From an optimization exercise on the open Yosys and OpenROAD flow, aimed at small area, a short achievable clock period and few clock cycles per item; shortcuts taken in it are not production practice.
Where RTL was checked, it was by simulation tests only, not by an equivalence proof against the original.

## dec32
module dec32 (
    input  wire        clk,
    input  wire        rst,
    input  wire        in_valid,
    output wire        in_ready,
    input  wire [31:0] in_value,
    output wire        out_valid,
    input  wire        out_ready,
    output wire [3:0]  out_len,
    output wire [87:0] out_str
);
Settings: LEC_CHECK=0, ABC_AREA=1, CAP_MARGIN=20, CORE_MARGIN=2, CORE_UTILIZATION=50, SLEW_MARGIN=20; clock period 10.0 ns.
standard.sh (not shown) runs the stock make flow with config.mk's settings and CLKGATE_MAP_FILE= SYNTH_SCRIPT=/design/flow/synth_recipe.tcl, a recipe that flattens the netlist after the stock synthesis.
==> flow/flow/run.sh <==
#!/bin/bash
# The standard layout (the standard.sh, standard synthesis included), with
# ORFS's timing repair aimed at a setup slack of 6.8 ns instead of 0 so that it
# works toward a shorter achieved period. The clock period and the SDC are
# unchanged. standard.sh's full output goes to standard.log.
export SETUP_SLACK_MARGIN=6.8
bash standard.sh > standard.log 2>&1
Change:
==> flow/flow/run.sh (replaced) <==
#!/bin/bash
# The standard layout (the standard.sh, standard synthesis included), with
# ORFS's timing repair aimed at a setup slack of 6.3 ns instead of 0 so that it
# works toward a shorter achieved period. The clock period and the SDC are
# unchanged. standard.sh's full output goes to standard.log.
export SETUP_SLACK_MARGIN=6.3
bash standard.sh > standard.log 2>&1
Effect: Global-route usage went down by 3.5 points; first-iteration DRC count drops by 7.4%; worst setup slack is about the same; die area is unchanged.
No functional check of the RTL was part of any run of this note.

Setup of old:
Another version of the RTL of dec32 (not shown whole).
Size: about 3,100 cells after synthesis, about 130 I/O pins, roughly 22,000 µm² of cells after synthesis.
// dec32
module dec32 (
    input  wire        clk,
    input  wire        rst,
    input  wire        in_valid,
    output wire        in_ready,
    input  wire [31:0] in_value,
    output wire        out_valid,
    input  wire        out_ready,
    output wire [3:0]  out_len,
    output wire [87:0] out_str
);
    reg  sv;                
    wire adv = ~sv;         
    reg  [31:0] r0_x;
    reg         r0_v;
    always @(posedge clk) if (adv) r0_x <= in_value;
    always @(posedge clk) if (rst) r0_v <= 1'b0; else if (adv) r0_v <= in_valid;
    wire        neg0 = r0_x[31];
    wire [31:0] mag  = neg0 ? (~r0_x + 32'd1) : r0_x;
    wire d1_0_0 = mag[31];
    wire d2_0_0 = mag[30];
    wire d2_0_1 = d1_0_0;
    wire d3_0_0 = mag[29];
    wire d3_0_1 = d2_0_0;
    wire d3_0_2 = d2_0_1;
    wire d4_0_0 = mag[28];
    wire d4_0_1 = d3_0_0;
    wire d4_0_2 = d3_0_1;
    wire d4_0_3 = d3_0_2;
    reg [3:0] a5_0;
    always @(*) case ({d4_0_3, d4_0_2, d4_0_1, d4_0_0})
        4'd0: a5_0 = 4'd0;
        4'd1: a5_0 = 4'd1;
        4'd2: a5_0 = 4'd2;
        4'd3: a5_0 = 4'd3;
        4'd4: a5_0 = 4'd4;
        4'd5: a5_0 = 4'd8;
        4'd6: a5_0 = 4'd9;
        4'd7: a5_0 = 4'd10;
        4'd8: a5_0 = 4'd11;
  ...
Settings: LEC_CHECK=0, ABC_AREA=1, CAP_MARGIN=20, CORE_MARGIN=2, CORE_UTILIZATION=60, SLEW_MARGIN=20; clock period 10.0 ns.
==> flow/flow/run.sh <==
#!/bin/bash
# The standard layout (the standard.sh, standard synthesis included), with
# ORFS's timing repair aimed at a setup slack of 6.85 ns instead of 0 so that
# it works toward a shorter achieved period. The clock period and the SDC are
# unchanged. Every port still gets its own buffer (a buf_2 rather than the
# default pick). standard.sh's full output goes to standard.log.
export SETUP_SLACK_MARGIN=6.85
export BUFFER_PORTS_ARGS="-buffer_cell sky130_fd_sc_hd__buf_2"
bash standard.sh > standard.log 2>&1
old: no failed stages, no open violations at the end
The inputs of new differ from those of old as listed below.
# old
export LEC_CHECK = 0
export ABC_AREA = 1
export CAP_MARGIN = 20
export CORE_MARGIN = 2
export CORE_UTILIZATION = 60
export SLEW_MARGIN = 20
create_clock -name core_clock -period 10.0 [get_ports {clk}]
# new
export LEC_CHECK = 0
export ABC_AREA = 1
export CAP_MARGIN = 20
export CORE_MARGIN = 2
export CORE_UTILIZATION = 60
export CTS_BUF_LIST = sky130_fd_sc_hd__clkbuf_4 sky130_fd_sc_hd__clkbuf_8
export SLEW_MARGIN = 20
create_clock -name core_clock -period 10.0 [get_ports {clk}]
### Flow results
In new, worst-case headroom to the max-slew limit is lower than in old.
As far as fraction of the mapped netlist area in compound gates goes, new and old are indistinguishable; the numbers are identical.
Compared with old, new shows final area that has gone up slightly.
Summary — required time reported for the critical path endpoint, new relative to old: higher, by 0.08 ns.
Between old and new, the sequential cell area fraction in the yosys report figures differ only marginally.
Detailed route, new vs old: via total higher for new
new ended up with a higher post-detailed-routing wire length than old did.
No functional check of the RTL was part of any run of this note.

## job 1953
dec32, a different RTL version from the one above (not shown whole).
Size: ~310 flip-flops, roughly 130 I/O pins, about 21000 sq um of cells after synthesis.
## dec32
module dec32 (
    input  wire        clk,
    input  wire        rst,
    input  wire        in_valid,
    output wire        in_ready,
    input  wire [31:0] in_value,
    output wire        out_valid,
    input  wire        out_ready,
    output wire [3:0]  out_len,
    output wire [87:0] out_str
);
export LEC_CHECK = 0
export ABC_AREA = 1
export CAP_MARGIN = 20
export CORE_MARGIN = 2
export CORE_UTILIZATION = 50
export CTS_CLUSTER_DIAMETER = 100
export CTS_CLUSTER_SIZE = 25
export SLEW_MARGIN = 20
create_clock -name core_clock -period 10.0 [get_ports {clk}]
Scripts as last shown in full above: flow/flow/run.sh
Job 1953 reached the final stage; the timing, design-rule and antenna checks on its layout passed.
Testbench counts of job 1953, summed over its fixed seeds: cycles 2,104, items 2,048.
Input-level comparison between job 4043 and job 1953:
Settings: CTS_CLUSTER_SIZE: 25 -> 30.
==> comparison <==
Job 4043 vs. job 1953: met3 routing resource usage after global routing ~0 delta.
Looking at cell area across both flows, job 4043 is the stronger of the two, with job 1953 trailing.
The inputs of job 3898 differ from those of job 4043 as listed below.
Settings: changing CORE_UTILIZATION from 50 to 62.
Notes after the runs:
- Per the comparison of job 3898 with job 4043, final cell count without fillers -91, core utilization has increased, share of the cycle needed by the critical path after routing saw an increase, full die area saw a decrease, first-pass GRT wire length went down by 0.70%.
- The final layouts of job 4043 and job 3898 pass the timing, design-rule and antenna checks.
- Of job 3898 and job 4043, it is job 3898 that has the lower post-synthesis to final-layout area growth.
The inputs of job 6437 differ from those of job 3898 as listed below.
Settings: CTS_CLUSTER_SIZE: 30 -> 20; CORE_UTILIZATION: 62 -> 50; CTS_CLUSTER_DIAMETER: 100 -> 60.
### Flow results
Compared with job 3898, job 6437 shows wire length of the first global-routing pass that has gone up slightly.
[compare] base=job 3898 new=job 6437: sum of met2 wire segment lengths after detailed routing flat, first-iteration DRC count down 109.
Job 6437 closes out successfully: all stages finished, all timing, DRC and antenna checks passed.
Job 6437 reports its termination of the worst setup path as out_str[2] while job 3898 reports out_str[66].

dec32 again, from the RTL that the note above started with.
==> flow/config.mk <==
export PLATFORM = sky130hd
export DESIGN_NAME = dec32
export DESIGN_NICKNAME = dec32
export VERILOG_FILES = /design/flow/design.v
export SDC_FILE = /design/flow/constraint.sdc
export NUM_CORES = 4
export LEC_CHECK = 0
export ABC_AREA = 1
export CAP_MARGIN = 5
export CORE_MARGIN = 2
export CORE_UTILIZATION = 50
export CTS_CLUSTER_DIAMETER = 100
export CTS_CLUSTER_SIZE = 25
export SLEW_MARGIN = 5
==> flow/constraint.sdc <==
create_clock -name core_clock -period 10.0 [get_ports {clk}]
set_input_delay 2.0000 -clock core_clock [delete_from_list [all_inputs] [get_ports {clk}]]
set_output_delay 2.0000 -clock core_clock [all_outputs]
set_load 0.01 [all_outputs]
Scripts as last shown in full above: flow/flow/run.sh
Testbench counts at the start, summed over its fixed seeds: cycles 2,104, items 2,048.
Next try:
--- a/flow/config.mk
+++ b/flow/config.mk
@@ -9 +9 @@
-export CAP_MARGIN = 5
+export CAP_MARGIN = 20
@@ -11 +11 @@
-export CORE_UTILIZATION = 50
+export CORE_UTILIZATION = 62
@@ -14 +14 @@
-export SLEW_MARGIN = 5
+export SLEW_MARGIN = 20
What happened:
- non-clock buffer count went down by 9
- maximum frequency came out lower by 0.81%
- register-to-register slack improves by 50 ps
- final area decreases by 1.8%
- routed wire length went down by 2.7%
- global-route usage goes up by 4.8 points
- die area went down by 19%
- utilization rose by 13 points

run E:
dec32, a different RTL version from the one above (not shown whole).
Size in the first run: ~3500 cells after synthesis, ~280 flip-flops, about 0.027 mm^2 of cells after synthesis.
make LEC_CHECK=0 CAP_MARGIN=20 CORE_MARGIN=2 CORE_UTILIZATION=40 SLEW_MARGIN=20 finish   # period 10.0 ns
run.sh (not shown) runs the stock make flow with config.mk's settings and CLKGATE_MAP_FILE= SYNTH_SCRIPT=/design/flow/synth_recipe.tcl, a recipe that flattens the netlist after the stock synthesis.
Stock flow here: none of the scripts above is used.
Per the final summary, run E finished and its layout is clean on timing, DRC and antenna.
> inputs changed (run E -> run A)
Settings: SETUP_SLACK_MARGIN: unset -> 5; ABC_CLOCK_PERIOD_IN_PS: unset -> 3000.
Notes after the runs:
Run A finished all stages; the layout is clean. Sequential fraction of the synthesis area came out exactly the same in run E and run A. On storage element area, run E and run A are neck and neck. Final setup slack of the worst path: run A higher than run E. After detailed routing, run E needs less wire than run A. A critical-path cell with the highest stage delay of edfxtp_1 is what run E shows, while a2111o_1 belongs to run A.
Function was not checked in any run of this note: the RTL went through the layout flow alone.

Setup of xenon:
dec32 with an RTL version that a note above also has.
Size in the first run: about 3,000 cells after synthesis, about 310 flip-flops, roughly 130 I/O pins.
==> flow/design.v (excerpt) <==
module dec32 (
    input  wire        clk,
    input  wire        rst,
    input  wire        in_valid,
    output wire        in_ready,
    input  wire [31:0] in_value,
    output wire        out_valid,
    input  wire        out_ready,
    output wire [3:0]  out_len,
    output wire [87:0] out_str
);
clock: 10.0 ns
lec_check: 0
abc_area: 1
cap_margin: 20
core_margin: 2
core_utilization: 50
slew_margin: 20
standard.sh (not shown) runs the stock make flow with config.mk's settings and CLKGATE_MAP_FILE= SYNTH_SCRIPT=/design/flow/synth_recipe.tcl, a recipe that flattens the netlist after the stock synthesis.
Scripts as last shown in full above: flow/flow/run.sh
xenon reached the final stage; the timing, design-rule and antenna checks on its layout passed.
Testbench counts of xenon, summed over its fixed seeds: cycles 2,104, items 2,048.
### xenon -> pepper
Settings: CTS_CLUSTER_SIZE now 25, previously not set; CTS_CLUSTER_DIAMETER now 80, previously not set.
### Flow results
pepper finished every stage and its layout cleared the timing, design-rule and antenna checks.
Delta (pepper minus xenon): cell area now sits lower, routed wire length now sits lower, non-clock buffer count now sits lower.
Taking xenon as the reference, in pepper share of cell area taken by multi-input logic gates picked up an extra 0.81 points; fraction of standard cell area that is sequential picked up an extra 0.47 points.
diff inputs: pepper => sierra
Settings: CTS_CLUSTER_SIZE: 25 -> 30; CTS_CLUSTER_DIAMETER: 80 -> 60.
Notes after the runs:
- Compared sierra vs pepper, and count of TritonRoute iterations in the first routing pass is up in sierra.
- sierra vs pepper, routed wire length went up by 200 um.
- Summary of sierra over pepper: sequential share of layout area fell by 0.39 points; share of final layout cell area taken by non-clock buffers grew by 0.28 points; number of buffers added by the clock tree synthesis step up 22%; final-layout worst hold slack went down by 8.4 ps; setup slack moved up.
- Fmax: sierra higher than pepper
- Looking at sierra and pepper, the clock-pin slew on the worst setup and hold paths is a wash.
- In the reports for sierra and pepper, the larger worst clock skew belongs to pepper.

Another version of the RTL of dec32 (not shown whole).
Size: ~310 flip-flops, roughly 0.021 sq mm of cells after synthesis.
==> flow/config.mk <==
export PLATFORM = sky130hd
export DESIGN_NAME = dec32
export DESIGN_NICKNAME = dec32
export VERILOG_FILES = /design/flow/design.v
export SDC_FILE = /design/flow/constraint.sdc
export NUM_CORES = 4
export LEC_CHECK = 0
export ABC_AREA = 1
export CAP_MARGIN = 20
export CORE_MARGIN = 2
export CORE_UTILIZATION = 50
export CTS_CLUSTER_DIAMETER = 100
export CTS_CLUSTER_SIZE = 25
export SLEW_MARGIN = 20
==> flow/constraint.sdc <==
create_clock -name core_clock -period 10.0 [get_ports {clk}]
set_input_delay 2.0000 -clock core_clock [delete_from_list [all_inputs] [get_ports {clk}]]
set_output_delay 2.0000 -clock core_clock [all_outputs]
set_load 0.01 [all_outputs]
Scripts as last shown in full above: flow/flow/run.sh
==> next run, changes <==
Settings changed: CORE_UTILIZATION 50 to 62.
Effect: Global-route usage went up by 3.0 points. Fmax drops by 1.0%. Cell count falls by 1.7%. Wire length fell by 4.2%. Worst setup slack loses 32 ps. Utilization climbs by 13 points. Synthesized area stays the same.
No run of this note included a check of the RTL's function; only the layout flow was run.

Another version of the RTL of dec32 (not shown whole).
Size in the first run: ~3000 cells after synthesis, about 130 I/O pins, roughly 22000 um2 of cells after synthesis.
clock: 10.0 ns
lec_check: 0
abc_area: 1
cap_margin: 20
core_margin: 2
core_utilization: 50
cts_cluster_diameter: 100
cts_cluster_size: 25
slew_margin: 20
Scripts as last shown in full above: flow/flow/run.sh
The first run went through all stages and came out clean.
Next try:
--- a/flow/config.mk
+++ b/flow/config.mk
@@ -10,3 +10,3 @@
 export CORE_MARGIN = 2
-export CORE_UTILIZATION = 50
+export CORE_UTILIZATION = 62
 export CTS_CLUSTER_DIAMETER = 100
Outcome: The changed run completed without violations; via count goes up slightly; wire length shrinks slightly; hold slack gets better by 0.012 ns; synthesized area does not change; final area stays flat; critical path depth is unchanged; setup slack gains 0.036 ns; die area drops by about a fifth; register-to-register slack gets worse by 0.04 ns.
No run of this note included a check of the RTL's function; only the layout flow was run.

static timing again, ports no longer ideal:
In the flow no input, the clock included, has a driving cell. The finished layouts below were timed again as built, in two steps.
Step 1 (the two cells are an assumption about what drives the block):
set clk [get_ports {clk}]
set_driving_cell -lib_cell sky130_fd_sc_hd__clkbuf_16 $clk
set_driving_cell -lib_cell sky130_fd_sc_hd__buf_2 [delete_from_list [all_inputs] $clk]
Step 2 times the ports against the registers' clock, not the clock port: input delays grow and output delays shrink by t, the midpoint of the rising clock arrivals with the driver on.
Three values: ideal, step 1, step 2; two values: the first two.
| run | shift t [ns] | slack for setup (ns) | pins driven straight from the clock port |
|---|---|---|---|
| the first run of note 1 | 0.601 | 6.281 / 6.281 / 6.281 | 1 |
| the second run of note 1 | 0.609 | 6.283 / 6.225 / 6.349 | 1 |
| old | 0.609 | 6.641 / 6.641 / 6.641 | 1 |
| new | 0.699 | 6.510 / 6.510 / 6.510 | 1 |
| job 1953 | 0.587 | 6.844 / 6.787 / 6.453 | 1 |
| job 4043 | 0.591 | 6.837 / 6.779 / 6.462 | 1 |
| job 3898 | 0.578 | 6.817 / 6.764 / 6.476 | 1 |
| job 6437 | 0.623 | 6.838 / 6.782 / 6.446 | 1 |
| the first run of note 4 | 0.587 | 6.844 / 6.787 / 6.453 | 1 |
| the second run of note 4 | 0.568 | 6.818 / 6.765 / 6.467 | 1 |
| run E | 0.589 | 3.659 / 3.659 / 3.659 | 1 |
| run A | 0.603 | 5.053 / 5.053 / 5.053 | 1 |
| xenon | 0.591 | 6.863 / 6.808 / 6.444 | 1 |
| pepper | 0.601 | 6.803 / 6.745 / 6.467 | 1 |
| sierra | 0.623 | 6.839 / 6.781 / 6.441 | 1 |
| the first run of note 7 | 0.579 | 6.829 / 6.773 / 6.502 | 1 |
| the second run of note 7 | 0.570 | 6.797 / 6.797 / 6.407 | 1 |
| the first run of note 8 | 0.591 | 6.804 / 6.747 / 6.383 | 1 |
| the second run of note 8 | 0.569 | 6.840 / 6.787 / 6.453 | 1 |
After both steps setup and hold are still met in every run listed. The setup slack of the first run of note 8, which loses most, moves by -0.057 ns with the drivers and by -0.421 ns with both steps.
